Source: an optimization exercise on an open RTL-to-GDS flow (aim: small area, a short achievable clock period and few clock cycles). Production flows keep margins and buffers that such runs may drop.
Where RTL was checked, it was by simulation tests only, not by an equivalence proof against the original.
The RTL of runs 3 and 4 was laid out without a check of its function.
Power and IR drop assume default switching activity.

==> flow/design.v <==
module gld (
  input  wire        clk,
  input  wire        rst,
  input  wire        cmd_valid,
  output wire        cmd_ready,
  input  wire [39:0] cmd_word,
  output wire        ch_we,
  output wire [1:0]  ch_idx,
  output reg  [15:0] ch_val,
  output wire        tx_query,
  output wire        rx_release,
  output wire        hs_done,
  output wire        hs_ok,
  output wire        rsp_valid,
  output reg  [31:0] rsp_data,
  output wire        dbg_byte_valid,
  output wire [7:0]  dbg_byte
);
  localparam [15:0] CRC_HDR = 16'hEBA0;    
  reg [2:0]  fstate;
  reg [2:0]  cursor;
  reg [7:0]  acc;
  reg        hdr;           
  reg [7:0]  id, len, didx;
  reg [15:0] ck;
  reg        ckidx;
  reg [31:0] accept_cnt, reject_cnt;
  reg        rx_en;
  reg [1:0]  hs_state;
  reg [6:0]  hs_count;      
  reg        presence;
  reg        cmd_err;
  reg [15:0] unit;
  reg [15:0] crc;           
  reg        rec;           
  reg        lo_ok;         
  reg        zf;            
  reg [7:0]  v0, v1, v2, v3, v4, v5, v6, v7;    
  reg        p_pulse, p_burst, p_hsstart, p_hstick, p_rd;
  reg [7:0]  p_pat;         
  reg [8:1]  p_len;         
  reg [3:0]  p_ra;          
  reg        disp;          
  reg [1:0]  di;
  reg        hsfail;        
  wire [7:0]  op = cmd_word[39:32];
  wire [15:0] wa = cmd_word[31:16];
  wire [15:0] wb = cmd_word[15:0];
  wire        az = ~|wa;
  wire        bz = ~|wb;
  wire        op_ok = ~|op[7:3];
  wire [2:0]  o = op[2:0];
  wire        fmt_z = (o == 3'd0) | (o == 3'd1) | (o == 3'd4) | (o == 3'd5);
  wire        illegal = ~op_ok | (fmt_z & ~(az & bz)) | (o == 3'd3) | ((o == 3'd6) & ~bz);
  wire        legal = ~illegal;
  wire        take = cmd_valid & cmd_ready;
  wire [18:0] m1 = {3'd0, unit};
  wire [18:0] m2 = {2'd0, unit, 1'b0};
  wire [18:0] m3 = m1 + m2;
  wire [18:0] m4 = {1'd0, unit, 2'b0};
  wire [18:0] m5 = m1 + m4;
  wire [18:0] m6 = {m3[17:0], 1'b0};
  wire [18:0] m8 = {unit, 3'b0};
  wire [18:0] m7 = m8 - m1;
  function ge16;
    input [15:0] x;
    input [15:0] y;
    integer i, w;
    reg [15:0] g, e;
    begin
      for (i = 0; i < 16; i = i + 1) begin
        g[i] = x[i] & ~y[i];
        e[i] = ~(x[i] ^ y[i]);
      end
      for (w = 1; w < 16; w = w * 2)
        for (i = 0; i + w < 16; i = i + 2 * w) begin
          g[i] = g[i + w] | (e[i + w] & g[i]);
          e[i] = e[i + w] & e[i];
        end
      ge16 = g[0] | e[0];
    end
  endfunction
  wire [8:1] big = {|m8[18:16], |m7[18:16], |m6[18:16], |m5[18:16], |m4[18:16], |m3[18:16], |m2[18:16], 1'b0};
  function [8:0] therm;
    input [15:0] x;
    input [18:0] a1, a2, a3, a4, a5, a6, a7, a8;
    begin
      therm = {~big[8] & ge16(x, a8[15:0]), ~big[7] & ge16(x, a7[15:0]), ~big[6] & ge16(x, a6[15:0]),
               ~big[5] & ge16(x, a5[15:0]), ~big[4] & ge16(x, a4[15:0]), ~big[3] & ge16(x, a3[15:0]),
               ~big[2] & ge16(x, a2[15:0]), ge16(x, a1[15:0]), 1'b1};
    end
  endfunction
  wire [8:0] tl = therm(wa, m1, m2, m3, m4, m5, m6, m7, m8);    
  wire [8:0] th = therm(wb, m1, m2, m3, m4, m5, m6, m7, m8);
  reg [8:1] s_n;
  reg [7:0] pat_n;
  integer m, a;
  always @* begin
    for (m = 1; m <= 8; m = m + 1) begin
      s_n[m] = 1'b0;
      for (a = 0; a <= m; a = a + 1)
        s_n[m] = s_n[m] | (tl[a] & th[m - a]);
    end
    for (m = 0; m < 8; m = m + 1)
      pat_n[m] = ~tl[m + 1] & s_n[m + 1];
  end
  wire [3:0] ra_n = (wa <= 16'd10) ? wa[3:0] : 4'hF;
  wire [7:0] b = acc | (p_pat << cursor);
  reg        done;          
  always @* begin
    case (cursor)
      3'd0: done = p_len[8];
      3'd1: done = p_len[7];
      3'd2: done = p_len[6];
      3'd3: done = p_len[5];
      3'd4: done = p_len[4];
      3'd5: done = p_len[3];
      3'd6: done = p_len[2];
      default: done = p_len[1];
    endcase
  end
  wire [2:0] plen3 = {p_len[4], p_len[6] | (p_len[2] & ~p_len[4]),
                      (p_len[1] & ~p_len[2]) | (p_len[3] & ~p_len[4]) | (p_len[5] & ~p_len[6]) | (p_len[7] & ~p_len[8])};
  wire       fire = p_pulse & rx_en & done;
  wire       val_hi  = fire & (fstate == 3'd5) & ckidx;            
  wire       val_ok  = val_hi & lo_ok & (crc[15:8] == b);
  wire       val_bad = val_hi & ~(lo_ok & (crc[15:8] == b));
  function [31:0] inc32;
    input [31:0] q;
    input        e;
    integer g, i;
    reg [31:0] below;      
    reg        cg, c;
    begin
      cg = 1'b1;
      for (g = 0; g < 8; g = g + 1) begin
        c = cg;
        for (i = 0; i < 4; i = i + 1) begin
          below[4*g+i] = c;
          c = c & q[4*g+i];
        end
        cg = cg & (&q[4*g +: 4]);
      end
      inc32 = q ^ ({32{e}} & below);
    end
  endfunction
  function [15:0] crc_step;
    input [15:0] r;
    input [7:0]  x;
    integer k;
    begin
      crc_step = r ^ {x, 8'h00};
      for (k = 0; k < 8; k = k + 1)
        crc_step = crc_step[15] ? ((crc_step << 1) ^ 16'h1021) : (crc_step << 1);
    end
  endfunction
  wire hs_poll    = (hs_state == 2'd1);
  wire tick       = p_hstick & hs_poll;
  wire stall_hs   = tick & ~presence & (hs_count == 7'd69);
  wire stall_pkt  = p_pulse & rx_en & done & (fstate == 3'd5) & ckidx & lo_ok & rec;
  assign cmd_ready = ~((disp & ~(di[1] & di[0])) | stall_pkt | stall_hs);
  assign dbg_byte_valid = fire;
  assign dbg_byte       = b;
  assign tx_query       = p_hsstart;
  assign rx_release     = stall_hs;
  assign hs_done        = (tick & presence) | hsfail;
  assign hs_ok          = ~hsfail;
  assign rsp_valid      = p_rd;
  assign ch_we          = disp;
  assign ch_idx         = di;
  always @* begin
    case (di)
      2'd0: ch_val = {v1, v0};
      2'd1: ch_val = {v3, v2};
      2'd2: ch_val = {v5, v4};
      default: ch_val = {v7, v6};
    endcase
  end
  always @* begin
    case (p_ra)
      4'd0:  rsp_data = {31'd0, rx_en};
      4'd1:  rsp_data = {16'd0, unit};
      4'd2:  rsp_data = {20'd0, cmd_err, presence, hs_state, 1'b0, cursor, 1'b0, fstate};
      4'd3:  rsp_data = {24'd0, acc};
      4'd4:  rsp_data = accept_cnt;
      4'd5:  rsp_data = reject_cnt;
      4'd6:  rsp_data = {25'd0, hs_count};
      4'd7:  rsp_data = {didx, len, id, 1'b0, hdr, 1'b0, hdr, 1'b0, hdr, 1'b0, hdr};
      4'd8:  rsp_data = {15'd0, ckidx, ck};
      4'd9:  rsp_data = 32'h00460455;
      4'd10: rsp_data = 32'h0C010800;
      default: rsp_data = 32'd0;
    endcase
  end
  wire [7:0] vb = didx[0] ? (~b + 8'd8 + {7'd0, zf}) : (~b + 8'd1);
  wire dwe = fire & (fstate == 3'd3) & (didx[7:3] == 5'd0);
  always @(posedge clk) begin
    if (dwe) begin
      zf <= (b == 8'd0);
      case (didx[2:0])
        3'd0: v0 <= vb;
        3'd1: v1 <= vb;
        3'd2: v2 <= vb;
        3'd3: v3 <= vb;
        3'd4: v4 <= vb;
        3'd5: v5 <= vb;
        3'd6: v6 <= vb;
        default: v7 <= vb;
      endcase
    end
  end
  always @(posedge clk) begin
    if (fire) begin
      if (fstate == 3'd0)
        crc <= CRC_HDR;
      else if (fstate == 3'd1 || fstate == 3'd2 || fstate == 3'd3)
        crc <= crc_step(crc, b);
    end
  end
  always @(posedge clk) begin
    p_pat <= pat_n;
    p_len <= s_n;
    p_ra  <= ra_n;
  end
  always @(posedge clk) begin
    if (rst) begin
      fstate     <= 3'd0;
      cursor     <= 3'd0;
      acc        <= 8'd0;
      hdr        <= 1'b0;
      id         <= 8'd0;
      len        <= 8'd0;
      didx       <= 8'd0;
      ck         <= 16'd0;
      ckidx      <= 1'b0;
      accept_cnt <= 32'd0;
      reject_cnt <= 32'd0;
      rx_en      <= 1'b0;
      hs_state   <= 2'd0;
      hs_count   <= 7'd0;
      presence   <= 1'b0;
      cmd_err    <= 1'b0;
      unit       <= 16'd43;
      rec        <= 1'b0;
      lo_ok      <= 1'b0;
      p_pulse    <= 1'b0;
      p_burst    <= 1'b0;
      p_hsstart  <= 1'b0;
      p_hstick   <= 1'b0;
      p_rd       <= 1'b0;
      disp       <= 1'b0;
      di         <= 2'd0;
      hsfail     <= 1'b0;
    end else begin
      hsfail <= 1'b0;
      if (disp) begin
        di <= di + 2'd1;
        if (di == 2'd3)
          disp <= 1'b0;
      end
      if (p_burst) begin
        acc    <= 8'd0;
        cursor <= 3'd0;
      end
      if (p_pulse & rx_en) begin
        if (done) begin
          acc    <= 8'd0;
          cursor <= 3'd0;
          case (fstate)
            3'd0: begin
              if (b == 8'h55) begin
                hdr    <= 1'b1;
                fstate <= 3'd1;
              end
            end
            3'd1: begin
              id     <= b;
              fstate <= 3'd2;
            end
            3'd2: begin
              len  <= b;
              rec  <= (id == 8'h1C) & (b[7:3] != 5'd0);
              didx <= 8'd0;
              if (b == 8'd0) begin
                ck     <= 16'd0;
                ckidx  <= 1'b0;
                fstate <= 3'd5;
              end else
                fstate <= 3'd3;
            end
            3'd3: begin
              didx <= didx + 8'd1;
              if (didx + 8'd1 == len)
                fstate <= 3'd4;
            end
            3'd4: begin
              ck     <= {8'd0, b};
              ckidx  <= 1'b1;
              lo_ok  <= (crc[7:0] == b);
              fstate <= 3'd5;
            end
            default: begin
              if (!ckidx) begin
                ck    <= {ck[15:8], ck[7:0] | b};
                ckidx <= 1'b1;
                lo_ok <= (crc[7:0] == (ck[7:0] | b));
              end else begin
                ck     <= {ck[15:8] | b, ck[7:0]};
                ckidx  <= 1'b0;
                fstate <= 3'd0;
                if (lo_ok & (crc[15:8] == (ck[15:8] | b))) begin
                  presence   <= 1'b1;
                  if (rec) begin
                    disp <= 1'b1;
                    di   <= 2'd0;
                  end
                end
              end
            end
          endcase
        end else begin
          acc    <= b;
          cursor <= cursor + plen3;
        end
      end
      accept_cnt <= p_hsstart ? 32'd0 : inc32(accept_cnt, val_ok);
      reject_cnt <= p_hsstart ? 32'd0 : inc32(reject_cnt, val_bad);
      if (p_hsstart) begin
        fstate     <= 3'd0;
        hdr        <= 1'b0;
        id         <= 8'd0;
        len        <= 8'd0;
        didx       <= 8'd0;
        ck         <= 16'd0;
        ckidx      <= 1'b0;
        acc        <= 8'd0;
        cursor     <= 3'd0;
        presence   <= 1'b0;
        hs_count   <= 7'd0;
        hs_state   <= 2'd1;
        rx_en      <= 1'b1;
        rec        <= 1'b0;
      end
      if (tick) begin
        hs_count <= hs_count + 7'd1;
        if (presence)
          hs_state <= 2'd2;
        else if (hs_count == 7'd69) begin
          hs_state <= 2'd3;
          rx_en    <= 1'b0;
          hsfail   <= 1'b1;
        end
      end
      p_pulse   <= take & legal & (o == 3'd2);
      p_burst   <= take & legal & (o == 3'd1);
      p_hsstart <= take & legal & (o == 3'd4);
      p_hstick  <= take & legal & (o == 3'd5);
      p_rd      <= take & legal & (o == 3'd6);
      if (take) begin
        if (illegal)
          cmd_err <= 1'b1;
        else if (o == 3'd6) begin
          if (ra_n == 4'hF)
            cmd_err <= 1'b1;
        end else if (o == 3'd7) begin
          if (az)
            rx_en <= wb[0];
          else if (wa == 16'd1) begin
            if (!bz)
              unit <= wb;
          end else
            cmd_err <= 1'b1;
        end
      end
    end
  end
endmodule
==> flow/flow/run.sh <==
#!/bin/bash
# Standard layout (the standard.sh: standard synthesis, floorplan, place, CTS, route),
# with two changes to how the layout is made:
#  - sizing may swap a cell for one of another footprint (MATCH_CELL_FOOTPRINT=0), so the
#    resizer can upsize weak drivers instead of only adding buffers;
#  - ports are buffered with sky130_fd_sc_hd__buf_2 rather than the default delay-type buffer.
# All output of make (and of the tools it runs) goes to flow_make.log here; ORFS's own per-step
# logs are under orfs/logs/.
set -euo pipefail
bash standard.sh MATCH_CELL_FOOTPRINT=0 "BUFFER_PORTS_ARGS=-buffer_cell sky130_fd_sc_hd__buf_2" finish > flow_make.log 2>&1
==> flow/standard.sh <==
#!/bin/bash
# synth_recipe.tcl (not shown) runs the flow's synth.tcl, then flattens the netlist and writes it again
# the make line also repeats each setting of config.mk as NAME=value (left out here)
make -C /OpenROAD-flow-scripts/flow DESIGN_CONFIG=/design/flow/config.mk WORK_HOME=/design/flow/orfs CLKGATE_MAP_FILE= SYNTH_SCRIPT=/design/flow/synth_recipe.tcl "${@:-finish}"
==> flow/config.mk <==
export PLATFORM = sky130hd
export DESIGN_NAME = gld
export DESIGN_NICKNAME = gld
export VERILOG_FILES = /design/flow/design.v
export SDC_FILE = /design/flow/constraint.sdc
export NUM_CORES = 4
export LEC_CHECK = 0
export CAP_MARGIN = 20
export CORE_MARGIN = 2
export CORE_UTILIZATION = 65
export SETUP_SLACK_MARGIN = 4.0
export SLEW_MARGIN = 20
==> flow/constraint.sdc <==
create_clock -name core_clock -period 8.0 [get_ports {clk}]
set_input_delay 1.6000 -clock core_clock [delete_from_list [all_inputs] [get_ports {clk}]]
set_output_delay 1.6000 -clock core_clock [all_outputs]
set_load 0.01 [all_outputs]
==> summary.md, run 1 <==
| Metric | Value |
|---|---|
| TritonCTS clock tree | `done` |
| Max capacitance violation total | `0` |
| Pwr/cell area | `130 nW/um^2` |
| Clock latency on the worst-skew pair | `around 540 ps` |
| Sink count of the clock tree | `260` |
| Starting DRC count in detailed routing | `1949` |
| Area growth from synthesis to final layout | `15.2%` |
| NumNets Final | `2703` |
| Detailed-route vias per instance | `6.79` |
| Width of the die | `about 180 um` |
| WP data required | `8410 ps` |
| Post-route design area | `22800 um^2` |
| DP HPWL | `47.2 mm` |
| Simple-gate portion of the synthesized area | `0.173` |
| Antenna cells | `0` |
| Total number of vias | `18.9k` |
| Final routed DRC violation total | `0` |
| Number of port buffers | `between 100 and 150` |
| RSZ-0062 raised after global routing | `true` |
| Final hold vios | `0` |
| Count of buffering cells on the critical path with inverters included | `1` |
| Effective utilization at floorplan | `0.664` |
| Maximum number of pins on one net before global-route repair | `between 60 and 70` |
| Post-synthesis mux area share | `0.0407` |
| Wirelength per Cell | `23.4 um` |
| Vias in the first global route | `between 15k and 20k` |
| Crit path capture type | `flop` |
| Transition at the pin with the smallest max-transition slack | `between 1000 and 1500 ps` |
| Proportion of synthesized chip area in sequential cells | `0.304` |
| Post-synthesis share of cell area spent on xor and xnor gates | `0.0628` |
| Number of primary I/O pins | `109` |
| Synth async-reset ratio | `0` |
| Area of the core | `29800 um^2` |
| Detailed Routing Iterations Pass 1 | `8` |
| Cell area after technology mapping | `19800 um^2` |
| Arrival time at the worst endpoint | `between 4000 and 5000 ps` |
| Final setup violation count | `0` |
| Fraction of the mapped netlist area in adder cells | `0.183` |
| Share of post-route cells with drive strength above 1 | `0.168` |
| Cell type of the slowest stage on the worst timing path | `sky130_fd_sc_hd__a2111oi_2` |
| First-pass GRT wire length | `98.5 mm` |
| Element type at the critical path start | `input port` |
| Maximum resistive drop on vdd | `139 uV` |
| Largest fanout on the critical path | `12` |
| Delay of the slowest cell on the worst path | `590 ps` |
| Cell Area, Placed | `20600 um^2` |
| Die height | `179 um` |
| Clock tree root driver cell | `sky130_fd_sc_hd__clkbuf_16` |
| Max Fclk | `240 MHz` |
| Number of standard-cell rows in the floorplan | `63` |
| Synthesized area divided by synthesized cell count | `8.88 um^2` |
| Worst slew margin relative to its limit | `0.230` |
| Final critical-path share of the clock period | `0.520` |
| Antenna viol nets, final | `0` |
| Number of enable-type register cells in the synthesized netlist | `81` |
| Leading register cell type out of synthesis | `sky130_fd_sc_hd__dfxtp_1` |
| CTS Hold Bufs | `0` |
| Area fraction in compound gates after synthesis | `0.204` |
| Ys Warns | `1` |
| Max-slew violation count | `0` |
| RePlAce Congestion | `1.01` |
| Total routing usage reported by global routing | `0.401` |
| Dominant combinational cell family by area after synthesis | `compound AO/OA/AOI/OAI gates` |
| CP cell instances | `buf_2, ha_1, a21o_1, a21oi_1, o211ai_1, a2111oi_2, o31ai_1, nand3_1, o221ai_2, nor4b_4, nand2_1` |
| Register bit count reported by yosys | `260` |
| Setup tns final | `0 ps` |
| Share of the core filled with cells in the final layout | `0.766` |
| Number of buffers between clock root and the deepest sink | `3` |
| Worst Path Class, Setup | `input port to flop` |
| Register clock-pin slew on the reported worst setup and hold paths | `60 ps` |
| Category of cells accounting for the largest share of critical-path delay | `compound AO/OA/AOI/OAI gates` |
| Overall overflow remaining after global route | `0` |
| Worst hold-check path type | `flop to flop` |
| Min Tclk post-route | `4160 ps` |
| Initial antenna violation count | `0` |
| Final clock skew | `26.4 ps` |
| Total CTS buffers | `27` |
| Synthesized instance count | `approximately 2.2k` |
| Wire length after detailed routing | `65.3 mm` |
| Run status | `finished clean` |
| Area of the die | `31900 um^2` |
| Static leakage power | `9.26 nW` |
| Post-Synthesis Net Count | `about 2.6k` |
| Library cells used by synthesis | `slightly above 80` |
| Clock H-tree levels | `1` |
## final cells by class
| type | instances | area [um^2] |
|---|---|---|
| clock buffer | 33 | 708 |
| clock inverter | 16 | 154 |
| fill | 2129 | 6980 |
| inverter | 90 | 384 |
| multi-input combinational | 1802 | 13800 |
| sequential | 260 | 6060 |
| tap | 390 | 488 |
| timing repair buffer | 192 | 1250 |
## Yosys cell counts, types with 7 or more instances
cell type	number	area [um^2]
sky130_fd_sc_hd__o31ai_1	8	60.1
sky130_fd_sc_hd__a22oi_1	32	240
sky130_fd_sc_hd__a21o_1	52	390
sky130_fd_sc_hd__nand4_1	44	275
sky130_fd_sc_hd__nor3_1	47	235
sky130_fd_sc_hd__mux2i_1	58	581
sky130_fd_sc_hd__a21oi_1	148	741
sky130_fd_sc_hd__o221ai_1	7	61.3
sky130_fd_sc_hd__a31oi_1	23	144
sky130_fd_sc_hd__and4_1	10	87.6
sky130_fd_sc_hd__o21bai_1	9	67.6
sky130_fd_sc_hd__or4_1	13	97.6
sky130_fd_sc_hd__o21a_1	35	263
sky130_fd_sc_hd__o22ai_1	11	68.8
sky130_fd_sc_hd__or3_1	20	125
sky130_fd_sc_hd__nor2_1	248	931
sky130_fd_sc_hd__or2_2	9	56.3
sky130_fd_sc_hd__a211o_1	11	96.3
sky130_fd_sc_hd__mux2_2	8	90.1
sky130_fd_sc_hd__clkbuf_1	65	244
sky130_fd_sc_hd__nor2b_1	25	156
sky130_fd_sc_hd__xnor2_1	54	473
sky130_fd_sc_hd__and3_1	22	138
sky130_fd_sc_hd__nand2_1	126	473
sky130_fd_sc_hd__inv_1	89	334
sky130_fd_sc_hd__o21ai_0	96	480
sky130_fd_sc_hd__a222oi_1	27	270
sky130_fd_sc_hd__o211ai_1	35	263
sky130_fd_sc_hd__edfxtp_1	81	2430
sky130_fd_sc_hd__a211oi_1	31	233
sky130_fd_sc_hd__nor4_1	20	125
sky130_fd_sc_hd__nand3_1	61	305
sky130_fd_sc_hd__nand2b_1	17	106
sky130_fd_sc_hd__ha_1	284	3550
sky130_fd_sc_hd__dfxtp_1	179	3580
sky130_fd_sc_hd__xor2_1	88	771
sky130_fd_sc_hd__and2_1	16	100
## through the flow
stage                     instances  power [mW]  setup WS [ps]  hold WS (ps)
after floorplan                2230        1.60           4060           429
after global placement         2664        1.72           2790           481
after detailed placement       2664        1.73           2770           492
after CTS                      2742        2.94           3850           497
after global routing           2783        3.05           3730           526
final                          2783        2.96           3840           496
## cell usage in the layout (no fill, tap or decap), drive strengths merged, types with 54 or more instances in the layout
master / netlist / final
ha: 284 / 284
nor2: 248 / 248
buf: 13 / 190
dfxtp: 179 / 179
a21oi: 149 / 149
nand2: 126 / 126
o21ai: 98 / 98
xor2: 88 / 88
edfxtp: 81 / 81
inv: 89 / 80
nand3: 62 / 62
mux2i: 58 / 58
xnor2: 54 / 54
## path summary, 6_finish.rpt
path,endpoint,slack [ps],start,cells past startpoint
min reg2reg,accept_cnt[25],500,accept_cnt[25],2
min,accept_cnt[25],500,accept_cnt[25],2
max reg2reg,p_pat[7],3870,unit[1],21
max,p_len[7],3840,cmd_word[14],11
## worst min-delay path, delay by kind of cell, from the launching register on
family | cells | cell delay (ps)
DFF | 1 | 340
and+or+nand+nor | 2 | 110
## power breakdown
group | internal, mW | switching (mW) | total, mW
combinational | 0.126 | 0.227 | 0.353
sequential | 1.37 | 0.00497 | 1.38
clock | 0.698 | 0.535 | 1.23
## cell families (layout without fill, tap and decap cells)
logic type,Yosys count,after routing
adders and majority gates,288,288
DFF,260,260
muxes,72,72
buffers and inverters,168,331
AOI/OAI and AO/OA,599,599
and+or+nand+nor,701,701
xor gates and xnor gates,142,142
## timing repair
item / CTS / global route
cloned: 2 / 0
setup endpoints to repair: 125 / 71
buffers inserted: 27 / 41
gates resized for setup: 127 / 68
endpoints found under the hold margin: 0 / 0
pin swaps: 23 / 47
## state kept, by name, indices dropped and copies added (netlist names), 3 cells and up
signal	count
v3	8
v1	8
crc	16
cursor	3
didx	8
id	8
v0	8
len	8
fstate	3
v7	8
v6	8
p_pat	8
v4	8
p_ra	4
ck	16
hs_count	7
unit	16
accept_cnt	32
v5	8
p_len	8
acc	8
reject_cnt	32
v2	8
## per-layer routing
metal / vias to the layer above / part of all wire / track usage
met3: 308 / 0.072 / 0.0488
met4: 0 / 0.089 / 0.304
met2: 1005 / 0.47 / 0.672
met5: - / 0 / 0
li1: 8678 / - / -
met1: 8913 / 0.37 / 0.468
Testbench counts, summed over its fixed seeds: cycles 7,334.
==> run 2: changes to the inputs <==
--- a/flow/config.mk
+++ b/flow/config.mk
@@ -10,2 +10,4 @@
 export CORE_UTILIZATION = 65
+export CTS_CLUSTER_DIAMETER = 150
+export CTS_CLUSTER_SIZE = 30
 export SETUP_SLACK_MARGIN = 4.0
==> summary.md, run 2 <==
| Metric | Value |
|---|---|
| Clock H-tree levels | `1 (unchanged)` |
| First-pass GRT wire length | `96.6 mm (-1.9%)` |
| Run status | `finished clean` |
| Filler Cell Count | `2203 (+3.5%)` |
| Setup tns final | `0 ps (unchanged)` |
| Critical register-to-register path startpoint | `unit[2]` |
| Ranking of synthesized cells by area | `sky130_fd_sc_hd__dfxtp_1 (18%), sky130_fd_sc_hd__ha_1 (18%), sky130_fd_sc_hd__edfxtp_1 (12%)` |
| Width of the die | `179 um (unchanged)` |
| Die height | `179 um (unchanged)` |
| TritonCTS clock tree | `done` |
| Static leakage power | `9.03 nW (-2.4%)` |
| Combined area of the multi-input logic cells | `13900 um^2 (+1.1%)` |
| DP HPWL | `47.2 mm (unchanged)` |
| Cell with the most instances after synthesis | `sky130_fd_sc_hd__ha_1` |
| Register clock-pin slew on the reported worst setup and hold paths | `120 ps (+60 ps)` |
| Sink count of the clock tree | `260 (unchanged)` |
| Top Registers | `accept_cnt x32, reject_cnt x32` |
| Hold path start | `accept_cnt[25]` |
| Largest fanout on the critical path | `7 (-5)` |
| Cell area after technology mapping | `19800 um^2 (unchanged)` |
| Library cells used by synthesis | `81 (unchanged)` |
| Clock tree root driver cell | `sky130_fd_sc_hd__clkbuf_16` |
| Antenna cells | `0 (unchanged)` |
| Max Fclk | `245 MHz (+2.1%)` |
| Starting DRC count in detailed routing | `2012 (+3.2%)` |
| Post-Synthesis Net Count | `2560 (unchanged)` |
| Final clock skew | `25.1 ps (-1.24 ps)` |
| Number of primary I/O pins | `109 (unchanged)` |
| Launch point of the critical path | `unit[2]` |
| CP cell instances | `buf_4, buf_4, ha_4, nand3_2, o221ai_2, a41o_1, a21oi_2, o21bai_1, a21oi_1, xor2_1, ha_1, nand4_1, nor2_2, o21ai_1, a21oi_2, o22ai_4, o211ai_1, nor3_2, a21boi_1` |
| Total routing usage reported by global routing | `0.393 (-0.00789)` |
| Pwr/cell area | `109 nW/um^2 (-16%)` |
| Area growth from synthesis to final layout | `13.6%` |
| Vias in the first global route | `17.8k (-1.9%)` |
| WP data required | `8420 ps (about the same)` |
| Overall overflow remaining after global route | `0 (unchanged)` |
| Crit path capture type | `flop` |
| Final critical-path share of the clock period | `0.509 (-0.0105)` |
| Ys Warns | `1 (unchanged)` |
| Final hold vios | `0 (unchanged)` |
| Arrival time at the worst endpoint | `4500 ps (-70 ps)` |
| Min Tclk post-route | `4070 ps (-84.3 ps)` |
| Initial antenna violation count | `0 (unchanged)` |
| Proportion of netlist area held by the largest area contributor | `0.181 (unchanged)` |
| Detailed Routing Iterations Pass 1 | `12 (+4)` |
| Transition at the pin with the smallest max-transition slack | `1120 ps (-35.6 ps)` |
| Total CTS buffers | `12 (-56%)` |
| Synthesized area divided by synthesized cell count | `8.88 um^2 (unchanged)` |
| Number of enable-type register cells in the synthesized netlist | `81 (unchanged)` |
| Most common cell after layout, fill and taps aside | `sky130_fd_sc_hd__ha_1` |
| Worst slack at placement | `2770 ps (unchanged)` |
| Element type at the critical path start | `flop` |
| Post-synth top cells | `sky130_fd_sc_hd__ha_1 (284), sky130_fd_sc_hd__nor2_1 (248), sky130_fd_sc_hd__dfxtp_1 (179)` |
| Wirelength per Cell | `23.5 um (about the same)` |
| Dominant cell type by area after synthesis | `sky130_fd_sc_hd__dfxtp_1` |
| Number of buffers between clock root and the deepest sink | `3 (unchanged)` |
| Final setup violation count | `0 (unchanged)` |
| Synthesized instance count | `2230 (unchanged)` |
| Max-slew violation count | `0 (unchanged)` |
| Antenna viol nets, final | `0 (unchanged)` |
| Detailed-route vias per instance | `6.81 (+0.19%)` |
| Sequential cell area | `6080 um^2 (+0.31%)` |
| Wire length after detailed routing | `64.6 mm (-1.1%)` |
| Worst slew margin relative to its limit | `0.254 (+0.0237)` |
| Area of the die | `31900 um^2 (unchanged)` |
| Delay of the slowest cell on the worst path | `420 ps (-170 ps)` |
| Number of port buffers | `108 (unchanged)` |
| Final setup margin | `3930 ps (+84.3 ps)` |
| Register bit count reported by yosys | `260 (unchanged)` |
| Number of standard-cell rows in the floorplan | `63 (unchanged)` |
| Clock latency on the worst-skew pair | `500 ps (-40 ps)` |
| Proportion of synthesized chip area in sequential cells | `0.304 (unchanged)` |
| Maximum resistive drop on vdd | `106 uV (-24%)` |
| Leading register cell type out of synthesis | `sky130_fd_sc_hd__dfxtp_1` |
| Area of the core | `29800 um^2 (unchanged)` |
| Max capacitance violation total | `0 (unchanged)` |
| Worst Path Class, Setup | `flop to flop` |
| Synth async-reset ratio | `0 (unchanged)` |
| Commonest non-fill, non-tap cells in the layout | `sky130_fd_sc_hd__ha_1 (267), sky130_fd_sc_hd__nor2_1 (238), sky130_fd_sc_hd__dfxtp_1 (157), sky130_fd_sc_hd__a21oi_1 (133), sky130_fd_sc_hd__nand2_1 (120)` |
| Cell type of the slowest stage on the worst timing path | `sky130_fd_sc_hd__dfxtp_4` |
| Worst hold-check path type | `flop to flop` |
| Share of the core filled with cells in the final layout | `0.755 (-0.0107)` |
| Maximum number of pins on one net before global-route repair | `64 (unchanged)` |
| Count of buffering cells on the critical path with inverters included | `2 (+1)` |
| Final routed DRC violation total | `0 (unchanged)` |
| RePlAce Congestion | `1.01 (unchanged)` |
| RSZ-0062 raised after global routing | `true` |
| NumNets Final | `2687 (-0.59%)` |
| Total number of vias | `18.7k (-0.96%)` |
| Category of cells accounting for the largest share of critical-path delay | `compound AO/OA/AOI/OAI gates` |
| Effective utilization at floorplan | `0.664 (unchanged)` |
| Share of post-route cells with drive strength above 1 | `0.166 (-0.00238)` |
## run 2: through the flow
step	hold WS, ps	power [mW]	std cells	instance area [um^2]
after CTS	508	2.43	2714	21700
after global placement	481	1.72	2664	20600
final	507	2.45	2751	22500
after floorplan	429	1.60	2230	19800
after global routing	533	2.53	2751	22500
after detailed placement	492	1.73	2664	20600
## run 2: per-layer routing
| layer | part of all wire | track usage |
|---|---|---|
| met1 | 0.37 | 0.465 |
| met2 | 0.47 | 0.667 |
| met3 | 0.073 | 0.0399 |
| met4 | 0.084 | 0.277 |
| met5 | 0 | 0 |
## run 2: repair_timing
item / in CTS / in global routing
setup endpoints to repair: 125 / 69
pin swaps: 25 / 56
hold buffers: 0 / 0
gates cloned: 2 / 0
resized for setup: 123 / 106
buffers inserted: 30 / 37
## run 2: power by group
| part | switching (mW) | leakage [nW] | internal, mW | total (mW) |
|---|---|---|---|---|
| Sequential | 0.00502 | 2.19 | 1.37 | 1.37 |
| Clock | 0.414 | 0.171 | 0.306 | 0.719 |
| Combinational | 0.229 | 6.67 | 0.128 | 0.358 |
| Total | 0.648 | 9.03 | 1.80 | 2.45 |
## run 2: layout make-up
class                   instances  share of cell area
multi-input cells            1802               0.619
inverters                      90              0.0171
flip-flops and latches        260               0.270
clock inverters                 1            0.000501
well taps                     390              0.0217
repair buffers                191              0.0564
clock buffers                  17              0.0151
## run 2: cells by family (layout without fill, tap and decap cells)
kind of cell    count (synthesis)  after routing  share of synthesized area
flops                         260            260                      0.304
compound gates                599            599                      0.204
mux                            72             72                     0.0407
xor+xnor                      142            142                     0.0628
buf+inv                       168            299                     0.0326
simple gates                  701            701                      0.173
fa+ha+maj                     288            288                      0.183
## run 2: final timing paths
check / endpoint / slack, ps / cells after the start
worst max-delay path: p_pat[7] / 3930 / 19
worst min-delay path: accept_cnt[25] / 510 / 2
worst max register to register: p_pat[7] / 3930 / 19
worst min register to register: accept_cnt[25] / 510 / 2
## run 2: tightest hold or removal path, stage by stage (launching register included)
cell and delay, ps:
sky130_fd_sc_hd__dfxtp_1 360, sky130_fd_sc_hd__nand3_1 80, sky130_fd_sc_hd__nand2_1 40
==> run 3: changes to the inputs <==
--- a/flow/design.v
+++ b/flow/design.v
@@ -38,3 +38,4 @@
   reg [7:0]  v0, v1, v2, v3, v4, v5, v6, v7;    
-  reg        p_pulse, p_burst, p_hsstart, p_hstick, p_rd;
+  reg        p_pe;          
+  reg        p_burst, p_hsstart, p_hstick, p_rd;
   reg [7:0]  p_pat;         
@@ -44,3 +45,7 @@
   reg [1:0]  di;
+  reg        busy;          
   reg        hsfail;        
+  reg        arm;           
+  reg        hs_win;        
+  reg        hs_lose;       
   wire [7:0]  op = cmd_word[39:32];
@@ -56,2 +61,3 @@
   wire        take = cmd_valid & cmd_ready;
+  wire        t_ok = take & legal;
   wire [18:0] m1 = {3'd0, unit};
@@ -123,6 +129,7 @@
                       (p_len[1] & ~p_len[2]) | (p_len[3] & ~p_len[4]) | (p_len[5] & ~p_len[6]) | (p_len[7] & ~p_len[8])};
-  wire       fire = p_pulse & rx_en & done;
+  wire       fire    = p_pe & done;
   wire       val_hi  = fire & (fstate == 3'd5) & ckidx;            
-  wire       val_ok  = val_hi & lo_ok & (crc[15:8] == b);
-  wire       val_bad = val_hi & ~(lo_ok & (crc[15:8] == b));
+  wire       crc_ok  = lo_ok & (crc[15:8] == b);
+  wire       val_ok  = val_hi & crc_ok;
+  wire       val_bad = val_hi & ~crc_ok;
   function [31:0] inc32;
@@ -156,7 +163,4 @@
   endfunction
-  wire hs_poll    = (hs_state == 2'd1);
-  wire tick       = p_hstick & hs_poll;
-  wire stall_hs   = tick & ~presence & (hs_count == 7'd69);
-  wire stall_pkt  = p_pulse & rx_en & done & (fstate == 3'd5) & ckidx & lo_ok & rec;
-  assign cmd_ready = ~((disp & ~(di[1] & di[0])) | stall_pkt | stall_hs);
+  wire       hs_fail_now = p_hstick & hs_lose;
+  assign cmd_ready = ~(busy | hs_fail_now | (p_pe & arm & done));
   assign dbg_byte_valid = fire;
@@ -164,4 +168,4 @@
   assign tx_query       = p_hsstart;
-  assign rx_release     = stall_hs;
-  assign hs_done        = (tick & presence) | hsfail;
+  assign rx_release     = hs_fail_now;
+  assign hs_done        = (p_hstick & hs_win) | hsfail;
   assign hs_ok          = ~hsfail;
@@ -224,2 +228,144 @@
   end
+  reg [2:0]  fstate_n, cursor_n;
+  reg [7:0]  acc_n, id_n, len_n, didx_n;
+  reg        hdr_n, ckidx_n, rx_en_n, presence_n, cmd_err_n, rec_n, lo_ok_n;
+  reg [15:0] ck_n, unit_n;
+  reg [1:0]  hs_state_n;
+  reg [6:0]  hs_count_n;
+  reg        disp_n, hsfail_n;
+  reg [1:0]  di_n;
+  always @* begin
+    fstate_n   = fstate;
+    cursor_n   = cursor;
+    acc_n      = acc;
+    hdr_n      = hdr;
+    id_n       = id;
+    len_n      = len;
+    didx_n     = didx;
+    ck_n       = ck;
+    ckidx_n    = ckidx;
+    rx_en_n    = rx_en;
+    hs_state_n = hs_state;
+    hs_count_n = hs_count;
+    presence_n = presence;
+    cmd_err_n  = cmd_err;
+    unit_n     = unit;
+    rec_n      = rec;
+    lo_ok_n    = lo_ok;
+    disp_n     = disp;
+    di_n       = di;
+    hsfail_n   = 1'b0;
+    if (disp) begin
+      di_n = di + 2'd1;
+      if (di == 2'd3)
+        disp_n = 1'b0;
+    end
+    if (p_burst) begin
+      acc_n    = 8'd0;
+      cursor_n = 3'd0;
+    end
+    if (p_pe) begin
+      if (done) begin
+        acc_n    = 8'd0;
+        cursor_n = 3'd0;
+        case (fstate)
+          3'd0: begin
+            if (b == 8'h55) begin
+              hdr_n    = 1'b1;
+              fstate_n = 3'd1;
+            end
+          end
+          3'd1: begin
+            id_n     = b;
+            fstate_n = 3'd2;
+          end
+          3'd2: begin
+            len_n  = b;
+            rec_n  = (id == 8'h1C) & (b[7:3] != 5'd0);
+            didx_n = 8'd0;
+            if (b == 8'd0) begin
+              ck_n     = 16'd0;
+              ckidx_n  = 1'b0;
+              fstate_n = 3'd5;
+            end else
+              fstate_n = 3'd3;
+          end
+          3'd3: begin
+            didx_n = didx + 8'd1;
+            if (didx + 8'd1 == len)
+              fstate_n = 3'd4;
+          end
+          3'd4: begin
+            ck_n     = {8'd0, b};
+            ckidx_n  = 1'b1;
+            lo_ok_n  = (crc[7:0] == b);
+            fstate_n = 3'd5;
+          end
+          default: begin
+            if (!ckidx) begin
+              ck_n    = {ck[15:8], ck[7:0] | b};
+              ckidx_n = 1'b1;
+              lo_ok_n = (crc[7:0] == (ck[7:0] | b));
+            end else begin
+              ck_n     = {ck[15:8] | b, ck[7:0]};
+              ckidx_n  = 1'b0;
+              fstate_n = 3'd0;
+              if (crc_ok) begin
+                presence_n = 1'b1;
+                if (rec) begin
+                  disp_n = 1'b1;
+                  di_n   = 2'd0;
+                end
+              end
+            end
+          end
+        endcase
+      end else begin
+        acc_n    = b;
+        cursor_n = cursor + plen3;
+      end
+    end
+    if (p_hsstart) begin
+      fstate_n   = 3'd0;
+      hdr_n      = 1'b0;
+      id_n       = 8'd0;
+      len_n      = 8'd0;
+      didx_n     = 8'd0;
+      ck_n       = 16'd0;
+      ckidx_n    = 1'b0;
+      acc_n      = 8'd0;
+      cursor_n   = 3'd0;
+      presence_n = 1'b0;
+      hs_count_n = 7'd0;
+      hs_state_n = 2'd1;
+      rx_en_n    = 1'b1;
+      rec_n      = 1'b0;
+    end
+    if (p_hstick & (hs_state == 2'd1)) begin
+      hs_count_n = hs_count + 7'd1;
+      if (presence)
+        hs_state_n = 2'd2;
+      else if (hs_count == 7'd69) begin
+        hs_state_n = 2'd3;
+        rx_en_n    = 1'b0;
+        hsfail_n   = 1'b1;
+      end
+    end
+    if (take) begin
+      if (illegal)
+        cmd_err_n = 1'b1;
+      else if (o == 3'd6) begin
+        if (ra_n == 4'hF)
+          cmd_err_n = 1'b1;
+      end else if (o == 3'd7) begin
+        if (az)
+          rx_en_n = wb[0];
+        else if (wa == 16'd1) begin
+          if (!bz)
+            unit_n = wb;
+        end else
+          cmd_err_n = 1'b1;
+      end
+    end
+  end
   always @(posedge clk) begin
@@ -245,3 +391,6 @@
       lo_ok      <= 1'b0;
-      p_pulse    <= 1'b0;
+      p_pe       <= 1'b0;
+      arm        <= 1'b0;
+      hs_win     <= 1'b0;
+      hs_lose    <= 1'b0;
       p_burst    <= 1'b0;
@@ -252,124 +401,36 @@
       di         <= 2'd0;
+      busy       <= 1'b0;
       hsfail     <= 1'b0;
     end else begin
-      hsfail <= 1'b0;
-      if (disp) begin
-        di <= di + 2'd1;
-        if (di == 2'd3)
-          disp <= 1'b0;
-      end
-      if (p_burst) begin
-        acc    <= 8'd0;
-        cursor <= 3'd0;
-      end
-      if (p_pulse & rx_en) begin
-        if (done) begin
-          acc    <= 8'd0;
-          cursor <= 3'd0;
-          case (fstate)
-            3'd0: begin
-              if (b == 8'h55) begin
-                hdr    <= 1'b1;
-                fstate <= 3'd1;
-              end
-            end
-            3'd1: begin
-              id     <= b;
-              fstate <= 3'd2;
-            end
-            3'd2: begin
-              len  <= b;
-              rec  <= (id == 8'h1C) & (b[7:3] != 5'd0);
-              didx <= 8'd0;
-              if (b == 8'd0) begin
-                ck     <= 16'd0;
-                ckidx  <= 1'b0;
-                fstate <= 3'd5;
-              end else
-                fstate <= 3'd3;
-            end
-            3'd3: begin
-              didx <= didx + 8'd1;
-              if (didx + 8'd1 == len)
-                fstate <= 3'd4;
-            end
-            3'd4: begin
-              ck     <= {8'd0, b};
-              ckidx  <= 1'b1;
-              lo_ok  <= (crc[7:0] == b);
-              fstate <= 3'd5;
-            end
-            default: begin
-              if (!ckidx) begin
-                ck    <= {ck[15:8], ck[7:0] | b};
-                ckidx <= 1'b1;
-                lo_ok <= (crc[7:0] == (ck[7:0] | b));
-              end else begin
-                ck     <= {ck[15:8] | b, ck[7:0]};
-                ckidx  <= 1'b0;
-                fstate <= 3'd0;
-                if (lo_ok & (crc[15:8] == (ck[15:8] | b))) begin
-                  presence   <= 1'b1;
-                  if (rec) begin
-                    disp <= 1'b1;
-                    di   <= 2'd0;
-                  end
-                end
-              end
-            end
-          endcase
-        end else begin
-          acc    <= b;
-          cursor <= cursor + plen3;
-        end
-      end
+      fstate     <= fstate_n;
+      cursor     <= cursor_n;
+      acc        <= acc_n;
+      hdr        <= hdr_n;
+      id         <= id_n;
+      len        <= len_n;
+      didx       <= didx_n;
+      ck         <= ck_n;
+      ckidx      <= ckidx_n;
       accept_cnt <= p_hsstart ? 32'd0 : inc32(accept_cnt, val_ok);
       reject_cnt <= p_hsstart ? 32'd0 : inc32(reject_cnt, val_bad);
-      if (p_hsstart) begin
-        fstate     <= 3'd0;
-        hdr        <= 1'b0;
-        id         <= 8'd0;
-        len        <= 8'd0;
-        didx       <= 8'd0;
-        ck         <= 16'd0;
-        ckidx      <= 1'b0;
-        acc        <= 8'd0;
-        cursor     <= 3'd0;
-        presence   <= 1'b0;
-        hs_count   <= 7'd0;
-        hs_state   <= 2'd1;
-        rx_en      <= 1'b1;
-        rec        <= 1'b0;
-      end
-      if (tick) begin
-        hs_count <= hs_count + 7'd1;
-        if (presence)
-          hs_state <= 2'd2;
-        else if (hs_count == 7'd69) begin
-          hs_state <= 2'd3;
-          rx_en    <= 1'b0;
-          hsfail   <= 1'b1;
-        end
-      end
-      p_pulse   <= take & legal & (o == 3'd2);
-      p_burst   <= take & legal & (o == 3'd1);
-      p_hsstart <= take & legal & (o == 3'd4);
-      p_hstick  <= take & legal & (o == 3'd5);
-      p_rd      <= take & legal & (o == 3'd6);
-      if (take) begin
-        if (illegal)
-          cmd_err <= 1'b1;
-        else if (o == 3'd6) begin
-          if (ra_n == 4'hF)
-            cmd_err <= 1'b1;
-        end else if (o == 3'd7) begin
-          if (az)
-            rx_en <= wb[0];
-          else if (wa == 16'd1) begin
-            if (!bz)
-              unit <= wb;
-          end else
-            cmd_err <= 1'b1;
-        end
-      end
+      rx_en      <= rx_en_n;
+      hs_state   <= hs_state_n;
+      hs_count   <= hs_count_n;
+      presence   <= presence_n;
+      cmd_err    <= cmd_err_n;
+      unit       <= unit_n;
+      rec        <= rec_n;
+      lo_ok      <= lo_ok_n;
+      disp       <= disp_n;
+      di         <= di_n;
+      busy       <= disp_n & ~(di_n[1] & di_n[0]);
+      hsfail     <= hsfail_n;
+      arm        <= (fstate_n == 3'd5) & ckidx_n & lo_ok_n & rec_n;
+      hs_win     <= (hs_state_n == 2'd1) & presence_n;
+      hs_lose    <= (hs_state_n == 2'd1) & ~presence_n & (hs_count_n == 7'd69);
+      p_pe       <= t_ok & (o == 3'd2) & rx_en_n;
+      p_burst    <= t_ok & (o == 3'd1);
+      p_hsstart  <= t_ok & (o == 3'd4);
+      p_hstick   <= t_ok & (o == 3'd5);
+      p_rd       <= t_ok & (o == 3'd6);
     end
--- a/flow/config.mk
+++ b/flow/config.mk
@@ -9,5 +9,3 @@
 export CORE_MARGIN = 2
-export CORE_UTILIZATION = 65
-export CTS_CLUSTER_DIAMETER = 150
-export CTS_CLUSTER_SIZE = 30
+export CORE_UTILIZATION = 40
 export SETUP_SLACK_MARGIN = 4.0
==> summary.md, run 3 <==
| Metric | Value |
|---|---|
| Initial antenna violation count | `0 (unchanged)` |
| NumNets Final | `2751 (+2.4%)` |
| Register bit count reported by yosys | `264 (+1.5%)` |
| Final routed DRC violation total | `0 (unchanged)` |
| Number of port buffers | `108 (unchanged)` |
| Max Fclk | `231 MHz (-5.9%)` |
| Number of primary I/O pins | `109 (unchanged)` |
| Proportion of netlist area held by the largest area contributor | `0.183 (+0.00183)` |
| Number of buffers between clock root and the deepest sink | `3 (unchanged)` |
| Width of the die | `228 um (+28%)` |
| Starting DRC count in detailed routing | `1567 (-22%)` |
| Vias in the first global route | `18.2k (+2.5%)` |
| Commonest non-fill, non-tap cells in the layout | `sky130_fd_sc_hd__ha_1 (270), sky130_fd_sc_hd__nor2_1 (241), sky130_fd_sc_hd__dfxtp_1 (164), sky130_fd_sc_hd__a21oi_1 (143), sky130_fd_sc_hd__nand2_1 (112)` |
| Share of the core filled with cells in the final layout | `0.482 (-0.273)` |
| Area of the die | `51900 um^2 (+63%)` |
| Clock tree root driver cell | `sky130_fd_sc_hd__clkbuf_16` |
| Area of the core | `49800 um^2 (+67%)` |
| Share of post-route cells with drive strength above 1 | `0.183 (+0.0172)` |
| Pwr/cell area | `132 nW/um^2 (+21%)` |
| Number of standard-cell rows in the floorplan | `82 (+30%)` |
| Non-Filler Instances | `3117 (+13%)` |
| Final clock skew | `35.7 ps (+10.5 ps)` |
| Library cells used by synthesis | `84 (+3.7%)` |
| Wire length after detailed routing | `68.2 mm (+5.7%)` |
| Static leakage power | `9.76 nW (+8.1%)` |
| Maximum number of pins on one net before global-route repair | `65 (+1.6%)` |
| Worst Path Class, Setup | `flop to flop` |
| Antenna cells | `0 (unchanged)` |
| Overall Power | `3.16 mW (+29%)` |
| Leading register cell type out of synthesis | `sky130_fd_sc_hd__dfxtp_1` |
| Arrival time at the worst endpoint | `4810 ps (+310 ps)` |
| Element type at the critical path start | `flop` |
| Synthesized instance count | `2236 (+0.27%)` |
| GRT Max-Usage Layer | `met2` |
| Largest fanout on the critical path | `7 (unchanged)` |
| Post-synth top cells | `sky130_fd_sc_hd__ha_1 (284), sky130_fd_sc_hd__nor2_1 (243), sky130_fd_sc_hd__dfxtp_1 (183)` |
| Top Registers | `accept_cnt x32, reject_cnt x32` |
| Run status | `finished clean` |
| Min Tclk post-route | `4330 ps (+257 ps)` |
| Crit path capture type | `flop` |
| Register clock-pin slew on the reported worst setup and hold paths | `60 ps (-60 ps)` |
| Total CTS buffers | `30 (+18)` |
| Final hold vios | `0 (unchanged)` |
| RePlAce Congestion | `0.907 (-10%)` |
| Transition at the pin with the smallest max-transition slack | `1070 ps (-46.3 ps)` |
| Die height | `228 um (+28%)` |
| Met1 track demand over resource in global routing | `0.323 (-0.142)` |
| Overall overflow remaining after global route | `0 (unchanged)` |
| Maximum resistive drop on vdd | `128 uV (+21%)` |
| Worst hold-check path type | `flop to flop` |
| Synthesized area divided by synthesized cell count | `8.96 um^2 (+0.94%)` |
| Cell with the most instances after synthesis | `sky130_fd_sc_hd__ha_1` |
| First-pass GRT wire length | `105 mm (+8.2%)` |
| Ys Warns | `1 (unchanged)` |
| Met3 capacity usage during global routing | `0.0284 (-0.0115)` |
| Total number of vias | `18.5k (-1.1%)` |
| Most common cell after layout, fill and taps aside | `sky130_fd_sc_hd__ha_1` |
| Number of enable-type register cells in the synthesized netlist | `81 (unchanged)` |
| Clock latency on the worst-skew pair | `580 ps (+80 ps)` |
| TritonCTS clock tree | `done` |
| Proportion of synthesized chip area in sequential cells | `0.304 (+0.000353)` |
| Detailed Routing Iterations Pass 1 | `8 (-4)` |
| Synth async-reset ratio | `0 (unchanged)` |
| Total routing usage reported by global routing | `0.253 (-0.140)` |
| Max-slew violation count | `0 (unchanged)` |
| Final critical-path share of the clock period | `0.542 (+0.0322)` |
| Effective utilization at floorplan | `0.403 (-0.262)` |
| Cell Area, Placed | `21300 um^2 (+3.2%)` |
| Max capacitance violation total | `0 (unchanged)` |
| Wirelength per Cell | `21.9 um (-6.7%)` |
| Area growth from synthesis to final layout | `19.6%` |
| Met2 track utilization from global routing | `0.427 (-0.241)` |
| Sink count of the clock tree | `264 (+1.5%)` |
| Cell area after technology mapping | `20000 um^2 (+1.2%)` |
| RSZ-0062 raised after global routing | `true` |
| Antenna viol nets, final | `0 (unchanged)` |
| Cell total after placement | `2960 (+11%)` |
| Setup tns final | `0 ps (unchanged)` |
| CTS Hold Bufs | `0 (unchanged)` |
| Worst slew margin relative to its limit | `0.282 (+0.0282)` |
| WP data required | `8470 ps (+50 ps)` |
| Detailed-route vias per instance | `5.94 (-13%)` |
| Dominant cell type by area after synthesis | `sky130_fd_sc_hd__dfxtp_1` |
| Ranking of synthesized cells by area | `sky130_fd_sc_hd__dfxtp_1 (18%), sky130_fd_sc_hd__ha_1 (18%), sky130_fd_sc_hd__edfxtp_1 (12%)` |
| Post-route design area | `24000 um^2 (+6.6%)` |
| DP HPWL | `49.7 mm (+5.5%)` |
| Clock H-tree levels | `1 (unchanged)` |
| Final setup violation count | `0 (unchanged)` |
| Post-Synthesis Net Count | `2566 (+0.23%)` |
## run 3: worst paths after layout
check	start	slack [ps]	cells after the start	to
setup reg to reg	unit[2]	3670	20	p_len[7]
setup / recovery	unit[2]	3670	20	p_len[7]
hold / removal	ck[9]	470	1	ck[9]
hold reg to reg	ck[9]	470	1	ck[9]
## run 3: what timing repair did
action,CTS,global route
setup endpoints to repair,213,98
gates resized for setup,132,70
gates cloned,2,0
buffers inserted,63,36
pin swaps,36,21
hold endpoints to repair,0,0
## run 3: cell families after synthesis
| logic type | after synthesis | share of synthesized area |
|---|---|---|
| AOI/OAI and AO/OA | 578 | 0.197 |
| xor gates and xnor gates | 149 | 0.0659 |
| adders and majority gates | 290 | 0.182 |
| buffers and inverters | 161 | 0.0312 |
| DFF | 264 | 0.304 |
| muxes | 74 | 0.0405 |
| and+or+nand+nor | 720 | 0.179 |
## run 3: worst max-delay path: stages (launching register included)
cell                       delay, ps
sky130_fd_sc_hd__dfxtp_4         450
sky130_fd_sc_hd__clkinv_8         60
sky130_fd_sc_hd__ha_4            220
sky130_fd_sc_hd__a211o_1         270
sky130_fd_sc_hd__a21o_1          180
sky130_fd_sc_hd__a2111o_1        390
sky130_fd_sc_hd__o21a_1          140
sky130_fd_sc_hd__a21o_1          190
sky130_fd_sc_hd__a21oi_2         150
sky130_fd_sc_hd__buf_4           160
sky130_fd_sc_hd__xor2_4          160
sky130_fd_sc_hd__buf_12          140
sky130_fd_sc_hd__ha_4            190
sky130_fd_sc_hd__a21o_1          160
sky130_fd_sc_hd__a21oi_1         140
sky130_fd_sc_hd__nor2_1           70
sky130_fd_sc_hd__a211oi_2        260
sky130_fd_sc_hd__a211oi_2        170
sky130_fd_sc_hd__a222oi_1        430
sky130_fd_sc_hd__and4_1          270
sky130_fd_sc_hd__nand2b_1         50
## run 3: stage by stage
step                      hold slack [ps]  worst slack (ps)
final                                 471              3670
after CTS                             470              3660
after floorplan                       429              4010
after detailed placement              451              2990
after global routing                  486              3490
after global placement                444              3010
## run 3: area by class of cell
cell class | instances | area [um^2]
fill | 4647 | 25800
tap | 672 | 841
clock inverter | 20 | 210
sequential | 264 | 6150
clock buffer | 36 | 783
multi-input combinational | 1811 | 14000
inverter | 90 | 389
timing repair buffer | 224 | 1570
## run 3: power by group
group          switching (mW)  leakage [nW]  internal, mW
combinational           0.231          7.07         0.140
sequential            0.00441          2.21          1.39
clock                   0.590         0.483         0.802
total                   0.826          9.76          2.33
## run 3: per-layer routing
layer  part of all wire  wire length (um)
met1               0.42             28700
met2               0.47             32000
met3              0.060              4110
met4              0.050              3400
met5                  0                 0
==> run 4: changes to the inputs <==
--- a/flow/design.v
+++ b/flow/design.v
@@ -62,10 +62,37 @@
   wire        t_ok = take & legal;
+  reg [17:0] m3r;           
+  reg [15:0] m5r, m7r;      
+  reg        big5, big7;    
+  reg [1:0]  mc;            
+  wire [18:0] madd = (mc == 2'd3 ? ~{3'd0, unit} : {3'd0, unit}) +
+                     (mc == 2'd1 ? {2'd0, unit, 1'b0} : mc == 2'd2 ? {1'd0, unit, 2'b0} : {unit, 3'b0}) +
+                     {18'd0, mc == 2'd3};
+  always @(posedge clk) begin
+    if (rst) begin
+      m3r  <= 18'd129;
+      m5r  <= 16'd215;
+      big5 <= 1'b0;
+      m7r  <= 16'd301;
+      big7 <= 1'b0;
+    end else begin
+      if (mc == 2'd1)
+        m3r <= madd[17:0];
+      if (mc == 2'd2) begin
+        m5r  <= madd[15:0];
+        big5 <= |madd[18:16];
+      end
+      if (mc == 2'd3) begin
+        m7r  <= madd[15:0];
+        big7 <= |madd[18:16];
+      end
+    end
+  end
   wire [18:0] m1 = {3'd0, unit};
   wire [18:0] m2 = {2'd0, unit, 1'b0};
-  wire [18:0] m3 = m1 + m2;
+  wire [18:0] m3 = {1'd0, m3r};
   wire [18:0] m4 = {1'd0, unit, 2'b0};
-  wire [18:0] m5 = m1 + m4;
-  wire [18:0] m6 = {m3[17:0], 1'b0};
+  wire [18:0] m5 = {2'd0, big5, m5r};
+  wire [18:0] m6 = {m3r, 1'b0};
   wire [18:0] m8 = {unit, 3'b0};
-  wire [18:0] m7 = m8 - m1;
+  wire [18:0] m7 = {2'd0, big7, m7r};
   function ge16;
@@ -164,3 +191,3 @@
   wire       hs_fail_now = p_hstick & hs_lose;
-  assign cmd_ready = ~(busy | hs_fail_now | (p_pe & arm & done));
+  assign cmd_ready = ~(busy | (mc != 2'd0) | hs_fail_now | (p_pe & arm & done));
   assign dbg_byte_valid = fire;
@@ -392,2 +419,3 @@
       p_pe       <= 1'b0;
+      mc         <= 2'd0;
       arm        <= 1'b0;
@@ -428,2 +456,3 @@
       arm        <= (fstate_n == 3'd5) & ckidx_n & lo_ok_n & rec_n;
+      mc         <= (mc != 2'd0) ? mc + 2'd1 : {1'b0, t_ok & (o == 3'd7) & (wa == 16'd1) & ~bz};
       hs_win     <= (hs_state_n == 2'd1) & presence_n;
--- a/flow/config.mk
+++ b/flow/config.mk
@@ -9,3 +9,3 @@
 export CORE_MARGIN = 2
-export CORE_UTILIZATION = 40
+export CORE_UTILIZATION = 65
 export SETUP_SLACK_MARGIN = 4.0
==> summary.md, run 4 <==
| Metric | Value |
|---|---|
| Area growth from synthesis to final layout | `11.3%` |
| Number of enable-type register cells in the synthesized netlist | `81 (unchanged)` |
| Sequential share of power | `0.451 (+0.009)` |
| Final routed DRC violation total | `0 (unchanged)` |
| Synth async-reset ratio | `0 (unchanged)` |
| Area of the die | `35200 um^2 (-32%)` |
| Worst hold-check path type | `flop to flop` |
| Int Power | `2.75 mW (+18%)` |
| Number of standard-cell rows in the floorplan | `67 (-18%)` |
| Ys Warns | `1 (unchanged)` |
| Wirelength per Cell | `22.3 um (+1.8%)` |
| Total routing usage reported by global routing | `0.375 (+0.122)` |
| Clock H-tree levels | `2 (+1)` |
| Commonest non-fill, non-tap cells in the layout | `sky130_fd_sc_hd__ha_1 (275), sky130_fd_sc_hd__nor2_1 (261), sky130_fd_sc_hd__dfxtp_1 (229), sky130_fd_sc_hd__nand2_1 (192), sky130_fd_sc_hd__inv_1 (129)` |
| Max-slew violation count | `0 (unchanged)` |
| Top Registers | `accept_cnt x32, reject_cnt x32, m3r x18` |
| DP HPWL | `48.5 mm (-2.5%)` |
| Worst slew margin relative to its limit | `0.342 (+0.0594)` |
| First-pass GRT wire length | `104 mm (-0.51%)` |
| Antenna viol nets, final | `0 (unchanged)` |
| Crit. path cell count | `7 (-65%)` |
| Arrival time at the worst endpoint | `2350 ps (-2460 ps)` |
| Register clock-pin slew on the reported worst setup and hold paths | `60 ps (about the same)` |
| Maximum number of pins on one net before global-route repair | `57 (-12%)` |
| Net switching power of the design | `956 uW (+16%)` |
| Run status | `finished clean` |
| Effective utilization at floorplan | `0.657 (+0.255)` |
| Register bit count reported by yosys | `318 (+20%)` |
| CP cell instances | `buf_12, buf_4, nor3_2, buf_4, a222oi_1, o211ai_1, buf_2` |
| Share of power burned in combinational logic | `0.098 (-0.019)` |
| Number of buffers between clock root and the deepest sink | `3 (unchanged)` |
| WP data required | `6400 ps (-2070 ps)` |
| NumNets Final | `2872 (+4.4%)` |
| Setup tns final | `0 ps (unchanged)` |
| Count of buffering cells on the critical path with inverters included | `4 (+1)` |
| Maximum resistive drop on vdd | `199 uV (+55%)` |
| Sink count of the clock tree | `318 (+20%)` |
| Element type at the critical path start | `flop` |
| Power share of the clock group | `0.451 (+0.010)` |
| Library cells used by synthesis | `85 (+1.2%)` |
| Clock tree root driver cell | `sky130_fd_sc_hd__clkbuf_16` |
| Synthesized area divided by synthesized cell count | `8.88 um^2 (-0.87%)` |
| Net switching fraction of the power | `0.258 (-0.00323)` |
| Overall Power | `3.70 mW (+17%)` |
| RSZ-0062 raised after global routing | `false` |
| Final setup margin | `4050 ps (+377 ps)` |
| Total number of vias | `19.8k (+6.7%)` |
| Ranking of synthesized cells by area | `sky130_fd_sc_hd__dfxtp_1 (22%), sky130_fd_sc_hd__ha_1 (16%), sky130_fd_sc_hd__edfxtp_1 (11%)` |
| Number of primary I/O pins | `109 (unchanged)` |
| Post-Synthesis Net Count | `2796 (+9.0%)` |
| Cell area after technology mapping | `21900 um^2 (+9.5%)` |
| Die height | `188 um (-18%)` |
| Final setup violation count | `0 (unchanged)` |
| Proportion of netlist area held by the largest area contributor | `0.216 (+0.0335)` |
| Final critical-path share of the clock period | `0.494 (-0.0472)` |
| Min Tclk post-route | `3950 ps (-377 ps)` |
| Final clock skew | `28.8 ps (-6.86 ps)` |
| Initial antenna violation count | `0 (unchanged)` |
| Pwr/cell area | `152 nW/um^2 (+15%)` |
| Leading register cell type out of synthesis | `sky130_fd_sc_hd__dfxtp_1` |
| R2R depth | `14 (-30%)` |
| Clock latency on the worst-skew pair | `570 ps (about the same)` |
| Share of post-route cells with drive strength above 1 | `0.121 (-0.0624)` |
| TritonCTS clock tree | `done` |
| Post-synth top cells | `sky130_fd_sc_hd__ha_1 (282), sky130_fd_sc_hd__nor2_1 (267), sky130_fd_sc_hd__dfxtp_1 (237)` |
| Static leakage power | `9.97 nW (+2.2%)` |
| Antenna cells | `0 (unchanged)` |
| Width of the die | `188 um (-18%)` |
| Delay of the slowest cell on the worst path | `400 ps (-50 ps)` |
| Vias in the first global route | `19.0k (+4.3%)` |
| Wire length after detailed routing | `67.3 mm (-1.3%)` |
| Most used cell along the critical path | `sky130_fd_sc_hd__buf_4` |
| Number of port buffers | `108 (unchanged)` |
| Max Fclk | `253 MHz (+9.5%)` |
| Dominant cell type by area after synthesis | `sky130_fd_sc_hd__dfxtp_1` |
| Largest fanout on the critical path | `7 (unchanged)` |
| Cell with the most instances after synthesis | `sky130_fd_sc_hd__ha_1` |
| Worst Path Class, Setup | `flop to primary output` |
| RePlAce Congestion | `0.985 (+8.6%)` |
| Detailed Routing Iterations Pass 1 | `8 (unchanged)` |
| Final hold vios | `0 (unchanged)` |
| Area of the core | `33400 um^2 (-33%)` |
| Proportion of synthesized chip area in sequential cells | `0.327 (+0.0230)` |
| Worst hold path stage count | `2 (+1)` |
| Crit path capture type | `primary output` |
| Starting DRC count in detailed routing | `1998 (+28%)` |
| Cell type of the slowest stage on the worst timing path | `sky130_fd_sc_hd__nor3_2` |
| Synthesized instance count | `2469 (+10%)` |
| Total CTS buffers | `36 (+20%)` |
| Most common cell after layout, fill and taps aside | `sky130_fd_sc_hd__ha_1` |
| Overall overflow remaining after global route | `0 (unchanged)` |
| Detailed-route vias per instance | `6.54 (+10%)` |
| Transition at the pin with the smallest max-transition slack | `977 ps (-95.5 ps)` |
| Worst slack at placement | `3310 ps (+322 ps)` |
| Max capacitance violation total | `0 (unchanged)` |
| Category of cells accounting for the largest share of critical-path delay | `buffers and inverters` |
| CTS Hold Bufs | `0 (unchanged)` |
==> run 4: changes by cell type in the layout (fill, tap and decap cells not counted), sizes merged, moves of 19 or more <==
cell,previous run,this run
nand2,114,193
buf,221,153
dfxtp,183,237
mux2i,62,113
inv,84,133
a21oi,154,115
xor2,69,38
nor2,248,267
==> run 4: final cells by class <==
type | instances | area (um^2)
inverter | 134 | 514
timing repair buffer | 156 | 963
sequential | 318 | 7200
clock buffer | 40 | 936
multi-input combinational | 1899 | 14000
tap | 448 | 561
fill | 2606 | 8940
clock inverter | 26 | 249
==> run 4: repair_timing <==
| action | 4_1_cts | 5_1_grt |
|---|---|---|
| setup endpoints to repair | 151 | 39 |
| resized for setup | 45 | 24 |
| gates cloned | 1 | 0 |
| pin swaps | 4 | 4 |
| buffers inserted | 15 | 13 |
| endpoints found under the hold margin | 0 | 0 |
==> run 4: per-stage QoR <==
step,instances,util,hold slack [ps],instance area (um^2)
2_1_floorplan,2469,-,420,21900
3_3_place_gp,2926,0.682,450,22700
3_5_place_dp,2926,0.682,456,22700
4_1_cts,3008,0.726,472,24200
5_1_grt,3021,0.732,500,24400
6_report,3021,0.732,478,24400
==> run 4: path summary, 6_finish.rpt <==
path | from | end | slack, ps
setup reg to reg | mc[0] | big7 | 4210
hold reg to reg | ck[8] | ck[8] | 480
setup / recovery | p_ra[0] | rsp_data[5] | 4050
hold / removal | ck[8] | ck[8] | 480
==> run 4: worst register-to-register path, stage by stage, from the launching register on <==
cell                       delay [ps]
sky130_fd_sc_hd__dfxtp_1          360
sky130_fd_sc_hd__inv_1            110
sky130_fd_sc_hd__ha_2             170
sky130_fd_sc_hd__clkbuf_8         390
sky130_fd_sc_hd__mux2i_1          250
sky130_fd_sc_hd__o21ai_0          110
sky130_fd_sc_hd__ha_1             390
sky130_fd_sc_hd__o21a_1           220
sky130_fd_sc_hd__o21ai_1          390
sky130_fd_sc_hd__o211a_1          250
sky130_fd_sc_hd__o21ai_0          140
sky130_fd_sc_hd__a31oi_1          330
sky130_fd_sc_hd__mux2i_1          140
sky130_fd_sc_hd__nor3_2           290
sky130_fd_sc_hd__a211oi_1         120
==> run 4: kinds of logic (layout without fill, tap and decap cells) <==
kind of cell	count (synthesis)	in the layout	share of synthesized area
flip-flops	318	318	0.327
XOR/XNOR	128	128	0.0524
AND/OR/NAND/NOR	801	801	0.176
adder cells (fa/ha/maj)	284	284	0.163
AO/OA/AOI/OAI	557	557	0.175
multiplexers	129	129	0.0629
buffers and inverters	252	356	0.0439
==> run 4: routing by layer <==
metal  share of wire  track usage
met4           0.062        0.215
met3           0.067       0.0535
met2            0.48        0.641
met1            0.39        0.453
met5               0            0
==> run 4: power groups by stage <==
stage	Sequential, mW	Combinational (mW)	Clock [mW]
finish	1.67	0.365	1.67
global route	1.67	0.398	1.75
CTS	1.67	0.354	1.69
detailed placement	1.71	0.347	0
global placement	1.71	0.335	0
floorplan	1.70	0.218	0

-- re-timing with driven ports --
Ports are ideal in the flow. The routed layouts listed here were re-timed in OpenROAD. Step 1 assumes that a clkbuf_16 drives the clock port and a buf_2 every other input. Step 2, shift: input delay + t, output delay - t, t = (earliest + latest rising clock arrival at the registers) / 2. This alone moves slack from input paths to output paths. a / b / c = no drivers / after step 1 / after step 2; a / b = the first two.
run | t, ns | setup slack, ns | slew at the worst register clock pin (ns) | worst data-port slew with drivers (ns)
run 1 | 0.584 | 3.841 / 3.871 / 3.287 | 0.07 / 0.07 | 0.04
run 2 | 0.538 | 3.925 / 3.925 / 3.462 | 0.12 / 0.12 | 0.04
run 3 | 0.619 | 3.668 / 3.668 / 3.339 | 0.07 / 0.07 | 0.03
run 4 | 0.615 | 4.045 / 3.990 / 3.680 | 0.06 / 0.06 | 0.04
After both steps every run listed still meets setup and hold. The setup slack of run 1, which loses most, moves by +0.030 ns with the drivers and by -0.554 ns with both steps.
